This is an optimization exercise on Yosys and OpenROAD, whose aim is small area and few clock cycles, not a production implementation.
The RTL was checked by simulation tests, not by an equivalence proof against the original design.
Power and IR drop assume default switching activity.

==> inputs of v7 <==
==> flow/design.v <==
module framegen (
    input  wire        clk,
    input  wire        rst,           
    input  wire        bus_valid,
    input  wire        bus_we,
    input  wire [5:0]  bus_addr,
    input  wire [1:0]  bus_size,      
    input  wire [31:0] bus_wdata,
    output wire        bus_ready,
    output reg  [31:0] bus_rdata,
    output wire        bus_err,
    output wire        tx_valid,
    output reg  [7:0]  tx_data,
    input  wire        tx_ready,
    output wire        irq
);
    localparam CMD_MAX = 128;
    localparam OP_NOP = 4'h0, OP_INIT = 4'h1, OP_CLR = 4'h2, OP_PUSH = 4'h3,
               OP_ENCODE = 4'h4, OP_ACK = 4'h5, OP_RESEND = 4'h6,
               OP_ERST = 4'h7, OP_CLREV = 4'h8, OP_RAW = 4'h9;
    localparam C_NONE = 3'd0, C_ILL_OP = 3'd1, C_ILL_RSVD = 3'd2, C_BUSY = 3'd3,
               C_RSTPEND = 3'd4, C_NOFRAME = 3'd5, C_TRUNC = 3'd6;
    localparam PH_N = 3'd0, PH_DIG = 3'd1, PH_SP = 3'd2, PH_BODY = 3'd3,
               PH_STAR = 3'd4, PH_CS = 3'd5, PH_LF = 3'd6;
    reg [31:0] seq;
    reg [39:0] sbcd;         
    reg        bcd_ok;
    reg [4:0]  bcnt;         
    reg [1:0]  streak;
    reg [7:0]  cmdlen;
    reg        cmdtrunc;
    reg [7:0]  cx;           
    reg [7:0]  framelen;
    reg [7:0]  txptr;
    reg        txbusy;
    reg        fvalid;
    reg [7:0]  chksum;
    reg        txdone, err_ill, err_state, seqwrap;
    reg [4:0]  ien_r;        
    reg [2:0]  errcause;
    reg [31:0] errcmd;
    wire [7:0] ien = {ien_r[4:1], 1'b0, ien_r[0], 2'b00};
    reg [2047:0] ring;
    reg [7:0]  cd;           
    reg [7:0]  fbp;          
    reg [7:0]  fd;           
    reg        f_raw;        
    reg [2:0]  ph;
    reg [7:0]  fq0, fq1, fq2, fq3;
    reg [1:0]  fwp, frp;
    reg [2:0]  fcnt;
    wire rstreq = (streak == 2'd3);
    wire [7:0] status_lo = {seqwrap, err_state, err_ill, txdone,
                            cmdtrunc, rstreq, fvalid, txbusy};
    assign irq = |(status_lo & ien);
    wire [31:0] status = {23'd0, irq, status_lo};
    integer k;
    reg [3:0] nd;            
    reg [3:0] dx;            
    always @(*) begin
        nd = 4'd1;
        dx = 4'd0;
        for (k = 0; k < 10; k = k + 1) begin
            dx = dx ^ sbcd[4*k +: 4];
            if (k > 0 && sbcd[4*k +: 4] != 4'd0) nd = k[3:0] + 4'd1;
        end
    end
    wire [7:0] hdr_x  = 8'h6E ^ (nd[0] ? 8'h30 : 8'h00) ^ {4'd0, dx};
    wire [7:0] chk_new = hdr_x ^ cx;
    wire [1:0] csn_new = (chk_new >= 8'd100) ? 2'd3 : (chk_new >= 8'd10) ? 2'd2 : 2'd1;
    wire [1:0] csn     = (chksum >= 8'd100) ? 2'd3 : (chksum >= 8'd10) ? 2'd2 : 2'd1;
    reg [39:0] sbcd_inc;
    reg        bc;
    always @(*) begin
        bc = 1'b1;
        for (k = 0; k < 10; k = k + 1) begin
            if (bc && sbcd[4*k +: 4] == 4'd9) begin
                sbcd_inc[4*k +: 4] = 4'd0;
            end else begin
                sbcd_inc[4*k +: 4] = sbcd[4*k +: 4] + {3'd0, bc};
                bc = 1'b0;
            end
        end
    end
    reg [39:0] dd_adj;
    always @(*) begin
        for (k = 0; k < 10; k = k + 1)
            dd_adj[4*k +: 4] = (bcnt != 5'd0 && sbcd[4*k +: 4] >= 4'd5) ? sbcd[4*k +: 4] + 4'd3
                             : (bcnt != 5'd0) ? sbcd[4*k +: 4] : 4'd0;
    end
    wire dd_bit = seq[~bcnt];
    wire [39:0] dd_next = {dd_adj[38:0], dd_bit};
    wire size_ok  = (bus_size == 2'd2) && (bus_addr[1:0] == 2'b00);
    wire [3:0] widx = bus_addr[5:2];
    wire rd_ok = (widx >= 4'd1) && (widx <= 4'd11);
    wire wr_ok = (widx == 4'd0) || (widx == 4'd2) || (widx == 4'd8);
    wire acc_ok = size_ok && (bus_we ? wr_ok : rd_ok);
    assign bus_err = !acc_ok;
    wire is_cmd   = bus_valid && bus_we && acc_ok && (widx == 4'd0);
    wire is_ienwr = bus_valid && bus_we && acc_ok && (widx == 4'd8);
    wire is_seqwr = bus_valid && bus_we && acc_ok && (widx == 4'd2);
    wire [31:0] w   = bus_wdata;
    wire [3:0]  op  = w[3:0];
    reg  [2:0]  cause;
    always @(*) begin
        cause = C_NONE;
        if (op >= 4'hA)
            cause = C_ILL_OP;
        else if (w[7:4] != 4'd0 || w[31:16] != 16'd0 || (op != OP_PUSH && w[15:8] != 8'd0))
            cause = C_ILL_RSVD;
        else begin
            case (op)
                OP_ENCODE: begin
                    if (txbusy)        cause = C_BUSY;
                    else if (rstreq)   cause = C_RSTPEND;
                    else if (cmdtrunc) cause = C_TRUNC;
                end
                OP_RAW: begin
                    if (txbusy)        cause = C_BUSY;
                    else if (cmdtrunc) cause = C_TRUNC;
                end
                OP_ACK, OP_RESEND: begin
                    if (txbusy)        cause = C_BUSY;
                    else if (rstreq)   cause = C_RSTPEND;
                    else if (!fvalid)  cause = C_NOFRAME;
                end
                OP_ERST: begin
                    if (txbusy)        cause = C_BUSY;
                end
                default: ;
            endcase
        end
    end
    wire refused = (cause != C_NONE);
    wire go      = is_cmd && !refused;
    wire [7:0] c0p  = cmdlen + ~cd;      
    wire push_align = (cd == 8'd0);
    wire cmd_full   = cmdlen[7];
    wire raw_align  = (c0p[1:0] == 2'd0) || (cmdlen == 8'd0);
    wire stall = go && (
                 (op == OP_PUSH   && !cmd_full && !push_align) ||
                 (op == OP_RAW    && !raw_align) ||
                 ((op == OP_ENCODE || op == OP_ACK) && !bcd_ok));
    assign bus_ready = bus_valid && !stall;
    wire cmd_fire = is_cmd && bus_ready;
    wire ok       = cmd_fire && !refused;
    wire do_init   = ok && op == OP_INIT;
    wire do_push   = ok && op == OP_PUSH && !cmd_full;
    wire do_enc    = ok && op == OP_ENCODE;
    wire do_raw    = ok && op == OP_RAW;
    wire do_resend = ok && op == OP_RESEND && streak != 2'd2;
    wire start     = do_enc || do_raw || do_resend;
    assign tx_valid = txbusy;
    wire tx_fire = txbusy & tx_ready;
    wire [7:0] fd_c  = (do_enc || do_raw) ? c0p : do_resend ? fbp : fd;
    wire [2:0] fcnt_c = start ? 3'd0 : fcnt;
    wire [1:0] fwp_c  = start ? 2'd0 : fwp;
    wire       pop   = tx_fire && ph == PH_BODY;
    wire       fetch = (start || txbusy) && (fd_c[1:0] == 2'd0) && (!fcnt_c[2] || pop);
    reg  [7:0] tap;
    always @(*) begin
        tap = 8'd0;
        for (k = 0; k < 64; k = k + 1)
            tap = tap | (ring[32*k +: 8] & {8{fd_c[7:2] == k[5:0]}});
    end
    reg [7:0] fhead;
    always @(*) begin
        case (frp)
            2'd0: fhead = fq0;
            2'd1: fhead = fq1;
            2'd2: fhead = fq2;
            default: fhead = fq3;
        endcase
    end
    wire [3:0] didx = nd - txptr[3:0];
    wire [3:0] hdig = sbcd[4*didx +: 4];
    wire [7:0] cs_h = chksum / 8'd100;
    wire [7:0] cs_t = (chksum / 8'd10) % 8'd10;
    wire [7:0] cs_o = chksum % 8'd10;
    wire [7:0] rem  = framelen - txptr;      
    wire [1:0] ci   = rem[1:0] - 2'd2;       
    wire [7:0] cdig = (ci == 2'd2) ? cs_h : (ci == 2'd1) ? cs_t : cs_o;
    always @(*) begin
        case (ph)
            PH_N:    tx_data = 8'h4E;
            PH_DIG:  tx_data = {4'h3, hdig};
            PH_SP:   tx_data = 8'h20;
            PH_BODY: tx_data = fhead;
            PH_STAR: tx_data = 8'h2A;
            PH_CS:   tx_data = 8'h30 + cdig;
            default: tx_data = 8'h0A;
        endcase
    end
    wire body_end = f_raw ? (rem == 8'd2) : (rem == {6'd0, csn} + 8'd3);
    always @(posedge clk)
        ring <= {ring[2039:0], do_push ? w[15:8] : ring[2047:2040]};
    wire fneed = txbusy || (fvalid && !rstreq);
    wire hdr_busy = txbusy && !f_raw && (ph == PH_N || ph == PH_DIG);
    always @(posedge clk) begin
        if (rst) begin
            seq <= 32'd1; sbcd <= 40'd1; bcd_ok <= 1'b1; bcnt <= 5'd0;
            streak <= 2'd0;
            cmdlen <= 8'd0; cmdtrunc <= 1'b0; cx <= 8'd0;
            framelen <= 8'd0; txptr <= 8'd0; txbusy <= 1'b0;
            fvalid <= 1'b0; chksum <= 8'd0;
            txdone <= 1'b0; err_ill <= 1'b0; err_state <= 1'b0; seqwrap <= 1'b0;
            ien_r <= 5'd0; errcause <= 3'd0; errcmd <= 32'd0;
            cd <= 8'd0;
            fcnt <= 3'd0;
        end else begin
            cd  <= cd - {7'd0, !do_push};
            fbp <= ((do_enc || do_raw) ? c0p : fbp) + 8'd1;
            if (fetch) begin
                case (fwp_c)
                    2'd0: fq0 <= tap;
                    2'd1: fq1 <= tap;
                    2'd2: fq2 <= tap;
                    default: fq3 <= tap;
                endcase
            end
            fwp  <= fwp_c + {1'b0, fetch};
            frp  <= (start ? 2'd0 : frp) + {1'b0, pop};
            fcnt <= fcnt_c + {2'd0, fetch} - {2'd0, pop};
            fd   <= fd_c + {7'd0, !fetch};
            if (!bcd_ok && !hdr_busy) begin
                sbcd <= dd_next;
                bcnt <= bcnt + 5'd1;
                if (bcnt == 5'd31) bcd_ok <= 1'b1;
            end
            if (tx_fire) begin
                txptr <= txptr + 8'd1;
                case (ph)
                    PH_N:    ph <= PH_DIG;
                    PH_DIG:  if (txptr[3:0] == nd) ph <= PH_SP;
                    PH_SP:   ph <= body_end ? PH_STAR : PH_BODY;
                    PH_BODY: if (body_end) ph <= f_raw ? PH_LF : PH_STAR;
                    PH_STAR: ph <= PH_CS;
                    PH_CS:   if (ci == 2'd0) ph <= PH_LF;
                    default: begin
                        txbusy <= 1'b0;
                        txdone <= 1'b1;
                    end
                endcase
            end
            if (bus_ready && is_ienwr)
                ien_r <= {bus_wdata[7:4], bus_wdata[2]};
            if (bus_ready && is_seqwr) begin
                seq    <= bus_wdata;
                streak <= 2'd0;
                fvalid <= 1'b0;
                bcd_ok <= 1'b0;
                bcnt   <= 5'd0;
            end
            if (cmd_fire) begin
                if (refused) begin
                    if (cause == C_ILL_OP || cause == C_ILL_RSVD) err_ill <= 1'b1;
                    else                                        err_state <= 1'b1;
                    if (errcause == C_NONE) begin
                        errcause <= cause;
                        errcmd   <= w;
                    end
                end else begin
                    case (op)
                        OP_INIT: begin
                            seq <= 32'd1; sbcd <= 40'd1; bcd_ok <= 1'b1; bcnt <= 5'd0;
                            streak <= 2'd0;
                            cmdlen <= 8'd0; cmdtrunc <= 1'b0; cx <= 8'd0;
                            framelen <= 8'd0; txptr <= 8'd0; txbusy <= 1'b0;
                            fvalid <= 1'b0; chksum <= 8'd0;
                            txdone <= 1'b0; err_ill <= 1'b0; err_state <= 1'b0;
                            seqwrap <= 1'b0; errcause <= 3'd0; errcmd <= 32'd0;
                            cd <= 8'd0;
                            fcnt <= 3'd0;
                        end
                        OP_CLR: begin
                            cmdlen <= 8'd0; cmdtrunc <= 1'b0; cx <= 8'd0;
                            cd <= fneed ? 8'd126 - fbp : 8'd0;
                        end
                        OP_PUSH: begin
                            if (!cmd_full) begin
                                cmdlen <= cmdlen + 8'd1;
                                cx <= cx ^ w[15:8];
                            end else
                                cmdtrunc <= 1'b1;
                        end
                        OP_ENCODE: begin
                            framelen <= cmdlen + {4'd0, nd} + {6'd0, csn_new} + 8'd4;
                            chksum   <= chk_new;
                            f_raw    <= 1'b0;
                            ph       <= PH_N;
                            txptr    <= 8'd0;
                            txbusy   <= 1'b1;
                            txdone   <= 1'b0;
                            fvalid   <= 1'b1;
                        end
                        OP_RAW: begin
                            framelen <= cmdlen + 8'd1;
                            f_raw    <= 1'b1;
                            ph       <= (cmdlen == 8'd0) ? PH_LF : PH_BODY;
                            txptr    <= 8'd0;
                            txbusy   <= 1'b1;
                            txdone   <= 1'b0;
                            fvalid   <= 1'b0;
                        end
                        OP_ACK: begin
                            if (seq == 32'hFFFFFFFF) begin
                                seqwrap <= 1'b1;
                                sbcd <= 40'd0;
                            end else
                                sbcd <= sbcd_inc;
                            seq <= seq + 32'd1;
                            streak <= 2'd0;
                            fvalid <= 1'b0;
                        end
                        OP_RESEND: begin
                            streak <= streak + 2'd1;
                            if (streak != 2'd2) begin
                                ph     <= PH_N;
                                txptr  <= 8'd0;
                                txbusy <= 1'b1;
                                txdone <= 1'b0;
                            end
                        end
                        OP_ERST: begin
                            seq <= 32'd1; sbcd <= 40'd1; bcd_ok <= 1'b1; bcnt <= 5'd0;
                            streak <= 2'd0; fvalid <= 1'b0;
                        end
                        OP_CLREV: begin
                            txdone <= tx_fire && ph == PH_LF;
                            err_ill <= 1'b0; err_state <= 1'b0; seqwrap <= 1'b0;
                            errcause <= 3'd0; errcmd <= 32'd0;
                        end
                        default: ;
                    endcase
                end
            end
        end
    end
    always @(*) begin
        case (widx)
            4'd1:  bus_rdata = status;
            4'd2:  bus_rdata = seq;
            4'd3:  bus_rdata = {30'd0, streak};
            4'd4:  bus_rdata = {24'd0, chksum};
            4'd5:  bus_rdata = {24'd0, cmdlen};
            4'd6:  bus_rdata = {24'd0, framelen};
            4'd7:  bus_rdata = {24'd0, txptr};
            4'd8:  bus_rdata = {24'd0, ien};
            4'd9:  bus_rdata = {29'd0, errcause};
            4'd10: bus_rdata = errcmd;
            4'd11: bus_rdata = 32'h01030080;
            default: bus_rdata = 32'd0;
        endcase
    end
endmodule
==> flow/run.sh <==
#!/bin/bash
# synth_recipe.tcl (not shown) runs the flow's synth.tcl, then flattens the netlist and writes it again
# the make line also repeats each setting of config.mk as NAME=value (left out here)
make -C /OpenROAD-flow-scripts/flow DESIGN_CONFIG=/design/flow/config.mk WORK_HOME=/design/flow/orfs CLKGATE_MAP_FILE= SYNTH_SCRIPT=/design/flow/synth_recipe.tcl finish
==> flow/config.mk <==
export PLATFORM = sky130hd
export DESIGN_NAME = framegen
export DESIGN_NICKNAME = framegen
export VERILOG_FILES = /design/flow/design.v
export SDC_FILE = /design/flow/constraint.sdc
export NUM_CORES = 4
export LEC_CHECK = 0
export CAP_MARGIN = 20
export CORE_MARGIN = 2
export CORE_UTILIZATION = 65
export CTS_CLUSTER_DIAMETER = 100
export CTS_CLUSTER_SIZE = 30
export SLEW_MARGIN = 20
==> flow/constraint.sdc <==
create_clock -name core_clock -period 10.0 [get_ports {clk}]
set_input_delay 2.0000 -clock core_clock [delete_from_list [all_inputs] [get_ports {clk}]]
set_output_delay 2.0000 -clock core_clock [all_outputs]
set_load 0.01 [all_outputs]
==> v3 (differences from v7) <==
--- a/flow/design.v
+++ b/flow/design.v
@@ -175,7 +175,17 @@
     wire [3:0] didx = nd - txptr[3:0];
     wire [3:0] hdig = sbcd[4*didx +: 4];
-    wire [7:0] cs_h = chksum / 8'd100;
-    wire [7:0] cs_t = (chksum / 8'd10) % 8'd10;
-    wire [7:0] cs_o = chksum % 8'd10;
+    reg [11:0] csb;
+    integer j;
+    always @(*) begin
+        csb = 12'd0;
+        for (j = 7; j >= 0; j = j - 1) begin
+            if (csb[3:0] >= 4'd5) csb[3:0] = csb[3:0] + 4'd3;
+            if (csb[7:4] >= 4'd5) csb[7:4] = csb[7:4] + 4'd3;
+            csb = {csb[10:0], chksum[j]};
+        end
+    end
+    wire [7:0] cs_h = {4'd0, csb[11:8]};
+    wire [7:0] cs_t = {4'd0, csb[7:4]};
+    wire [7:0] cs_o = {4'd0, csb[3:0]};
     wire [7:0] rem  = framelen - txptr;      
     wire [1:0] ci   = rem[1:0] - 2'd2;       
==> flow/flow/run.sh (new file) <==
#!/bin/bash
# The standard layout (standard.sh) with three changes:
#  - synthesis: abc maps for area (see flow/abc.tcl);
#  - clock tree synthesis: sink clusters of 18 within 65 um, clkbuf_8 only, no dummy loads;
#  - the ports are buffered with the smallest buffer.
# Each tool's full output stays in ORFS's step logs under orfs/logs/; the
# make output goes to standard.log.
set -euo pipefail
W=$PWD
cat flow/abc.tcl synth_recipe.tcl > own_synth.tcl
sed "s|SYNTH_SCRIPT=[^ ']*|SYNTH_SCRIPT=$W/own_synth.tcl|" standard.sh > own_standard.sh
grep -q "SYNTH_SCRIPT=$W/own_synth.tcl" own_standard.sh
export CTS_ARGS="-sink_clustering_enable -repair_clock_nets -sink_clustering_size 18 -sink_clustering_max_diameter 65 -dont_use_dummy_load -buf_list sky130_fd_sc_hd__clkbuf_8"
export BUFFER_PORTS_ARGS="-buffer_cell sky130_fd_sc_hd__buf_1"
bash own_standard.sh > standard.log 2>&1
==> flow/flow/abc.tcl (new file) <==
# Prepended to the standard flow's synthesis script: abc maps with its default script
# for the 10 ns clock period in ps (the standard flow's passes the period in ns, which
# abc reads as ps), so it maps for area and inserts no buffers. Everything
# else, flip-flop mapping and register names included, is the standard flow's.
proc abc {args} {
  set i [lsearch -exact $args -script]
  if {$i >= 0} { set args [lreplace $args $i [expr {$i + 1}]] }
  set i [lsearch -exact $args -D]
  if {$i >= 0} { set args [lreplace $args $i [expr {$i + 1}] -D 10000] }
  yosys abc {*}$args
}
==> flow/standard.sh (new file) <==
#!/bin/bash
# synth_recipe.tcl (not shown) runs the flow's synth.tcl, then flattens the netlist and writes it again
# the make line also repeats each setting of config.mk as NAME=value (left out here)
make -C /OpenROAD-flow-scripts/flow DESIGN_CONFIG=/design/flow/config.mk WORK_HOME=/design/flow/orfs CLKGATE_MAP_FILE= SYNTH_SCRIPT=/design/flow/synth_recipe.tcl "${@:-finish}"
Settings changed: CORE_UTILIZATION 65 to 60, CTS_CLUSTER_DIAMETER 100 to default, CTS_CLUSTER_SIZE 30 to default.
removed: flow/run.sh
==> v31 (differences from v7) <==
--- a/flow/design.v
+++ b/flow/design.v
@@ -175,7 +175,17 @@
     wire [3:0] didx = nd - txptr[3:0];
     wire [3:0] hdig = sbcd[4*didx +: 4];
-    wire [7:0] cs_h = chksum / 8'd100;
-    wire [7:0] cs_t = (chksum / 8'd10) % 8'd10;
-    wire [7:0] cs_o = chksum % 8'd10;
+    reg [11:0] csb;
+    integer j;
+    always @(*) begin
+        csb = 12'd0;
+        for (j = 7; j >= 0; j = j - 1) begin
+            if (csb[3:0] >= 4'd5) csb[3:0] = csb[3:0] + 4'd3;
+            if (csb[7:4] >= 4'd5) csb[7:4] = csb[7:4] + 4'd3;
+            csb = {csb[10:0], chksum[j]};
+        end
+    end
+    wire [7:0] cs_h = {4'd0, csb[11:8]};
+    wire [7:0] cs_t = {4'd0, csb[7:4]};
+    wire [7:0] cs_o = {4'd0, csb[3:0]};
     wire [7:0] rem  = framelen - txptr;      
     wire [1:0] ci   = rem[1:0] - 2'd2;       
==> flow/flow/run.sh (new file) <==
#!/bin/bash
# The standard layout (standard.sh) with three changes:
#  - synthesis: abc maps for area (see flow/abc.tcl);
#  - clock tree synthesis: sink clusters of 10 within 50 um, clkbuf_4 only, no dummy loads;
#  - the ports are buffered with the smallest buffer.
# Each tool's full output stays in ORFS's step logs under orfs/logs/; the
# make output goes to standard.log.
set -euo pipefail
W=$PWD
cat flow/abc.tcl synth_recipe.tcl > own_synth.tcl
sed "s|SYNTH_SCRIPT=[^ ']*|SYNTH_SCRIPT=$W/own_synth.tcl|" standard.sh > own_standard.sh
grep -q "SYNTH_SCRIPT=$W/own_synth.tcl" own_standard.sh
export CTS_ARGS="-sink_clustering_enable -repair_clock_nets -sink_clustering_size 10 -sink_clustering_max_diameter 50 -dont_use_dummy_load -buf_list sky130_fd_sc_hd__clkbuf_4"
export BUFFER_PORTS_ARGS="-buffer_cell sky130_fd_sc_hd__buf_1"
bash own_standard.sh > standard.log 2>&1
==> flow/flow/abc.tcl (new file) <==
# Prepended to the standard flow's synthesis script: abc maps with its default script
# for the 10 ns clock period in ps (the standard flow's passes the period in ns, which
# abc reads as ps), so it maps for area and inserts no buffers. Everything
# else, flip-flop mapping and register names included, is the standard flow's.
proc abc {args} {
  set i [lsearch -exact $args -script]
  if {$i >= 0} { set args [lreplace $args $i [expr {$i + 1}]] }
  set i [lsearch -exact $args -D]
  if {$i >= 0} { set args [lreplace $args $i [expr {$i + 1}] -D 10000] }
  yosys abc {*}$args
}
==> flow/standard.sh (new file) <==
#!/bin/bash
# synth_recipe.tcl (not shown) runs the flow's synth.tcl, then flattens the netlist and writes it again
# the make line also repeats each setting of config.mk as NAME=value (left out here)
make -C /OpenROAD-flow-scripts/flow DESIGN_CONFIG=/design/flow/config.mk WORK_HOME=/design/flow/orfs CLKGATE_MAP_FILE= SYNTH_SCRIPT=/design/flow/synth_recipe.tcl "${@:-finish}"
Settings changed: CORE_UTILIZATION 65 to 60, CTS_CLUSTER_DIAMETER 100 to default, CTS_CLUSTER_SIZE 30 to default.
removed: flow/run.sh
==> comparison table <==
                                                                                 v3         v7        v31
Result of the run                                          timing/DRC/antenna clean  timing/DRC/antenna clean  timing/DRC/antenna clean
Clock buffer count from CTS                                                     151         89        289
Well tap count                                                                 1298       1276       1298
Leak pwr                                                                    25.1 nW    25.9 nW    25.3 nW
Largest stage delay, worst path                                             0.58 ns    0.67 ns    0.58 ns
Complex-gate fraction of the synthesized area                                 8.46%      9.81%      8.46%
Total met2 wirelength after detailed routing                               69900 µm   74900 µm   71800 µm
Headroom to the max-slew limit                                                17.8%      15.7%      14.0%
Synth Area in Adders                                                          2.35%      2.07%      2.35%
Total area of multi-input combinational cells                             13300 µm²  15600 µm²  13300 µm²
Final design area excluding fillers                                       64300 µm²  68000 µm²  64400 µm²
Layout Area Growth over Synthesis                                             6.58%      8.12%      6.75%
Switching Share                                                               20.4%      21.5%      20.8%
Effective utilization at floorplan                                            60.4%      65.3%      60.4%
Cell area after synthesis                                                 60300 µm²  62900 µm²  60300 µm²
Launch point of the worst path                                            chksum[6]   txptr[0]  chksum[6]
Wire length of the first global-routing pass                              229000 µm  244000 µm  231000 µm
Number of violations reported at the end of detailed-routing iteration 0       4626       5055       4686
Via density per instance                                                       5.80       6.08       5.80
Fraction of area in multi-input gates                                         20.6%      22.9%      20.6%
RePlAce Congestion                                                            0.995       1.10      0.995
Maximum number of pins on one net before global-route repair                     74         87         74
Routed metal-1 wire length                                                 71700 µm   67000 µm   69900 µm
Buffers & Inverters on Critical Path                                              5          2          5
Power consumed by combinational cells                                      0.209 mW   0.389 mW   0.207 mW
Portion of the layout cell area used by non-clock buffers                     1.08%      2.35%      1.08%
Cell area after placement                                                 62200 µm²  65300 µm²  62200 µm²
Testbench counts of v7, summed over its fixed seeds: cycles 41,068.
Testbench counts of v3, summed over its fixed seeds: cycles 41,068.
Testbench counts of v31, summed over its fixed seeds: cycles 41,068.

## re-timing with driven ports
How much do the figures lean on ideal ports? The routed layouts below were timed once more, with nothing changed but the port constraints. Step 1 (the two cells are an assumption about what drives the block):
set clk [get_ports {clk}]
set_driving_cell -lib_cell sky130_fd_sc_hd__clkbuf_16 $clk
set_driving_cell -lib_cell sky130_fd_sc_hd__buf_2 [delete_from_list [all_inputs] $clk]
Step 2 moves the port delays by t, midway between the first and last clock arrival at a register: inputs arrive t later, outputs are due t later. That takes back most of the time a late clock gives input paths. Slacks: ideal ports / drivers / drivers and shift; pairs: ideal ports / drivers.
| run | t (ns) | setup WS [ns] | worst setup path after step 2 | cell pins on the clock port's net |
|---|---|---|---|---|
| v7 | 0.790 | 0.610 / 0.534 / 0.922 | input to register | 1 |
| v3 | 0.915 | 0.961 / 0.887 / 1.006 | input to register | 1 |
| v31 | 1.214 | 0.721 / 0.648 / 0.990 | input to register | 1 |
After both steps every run listed still meets setup and hold.
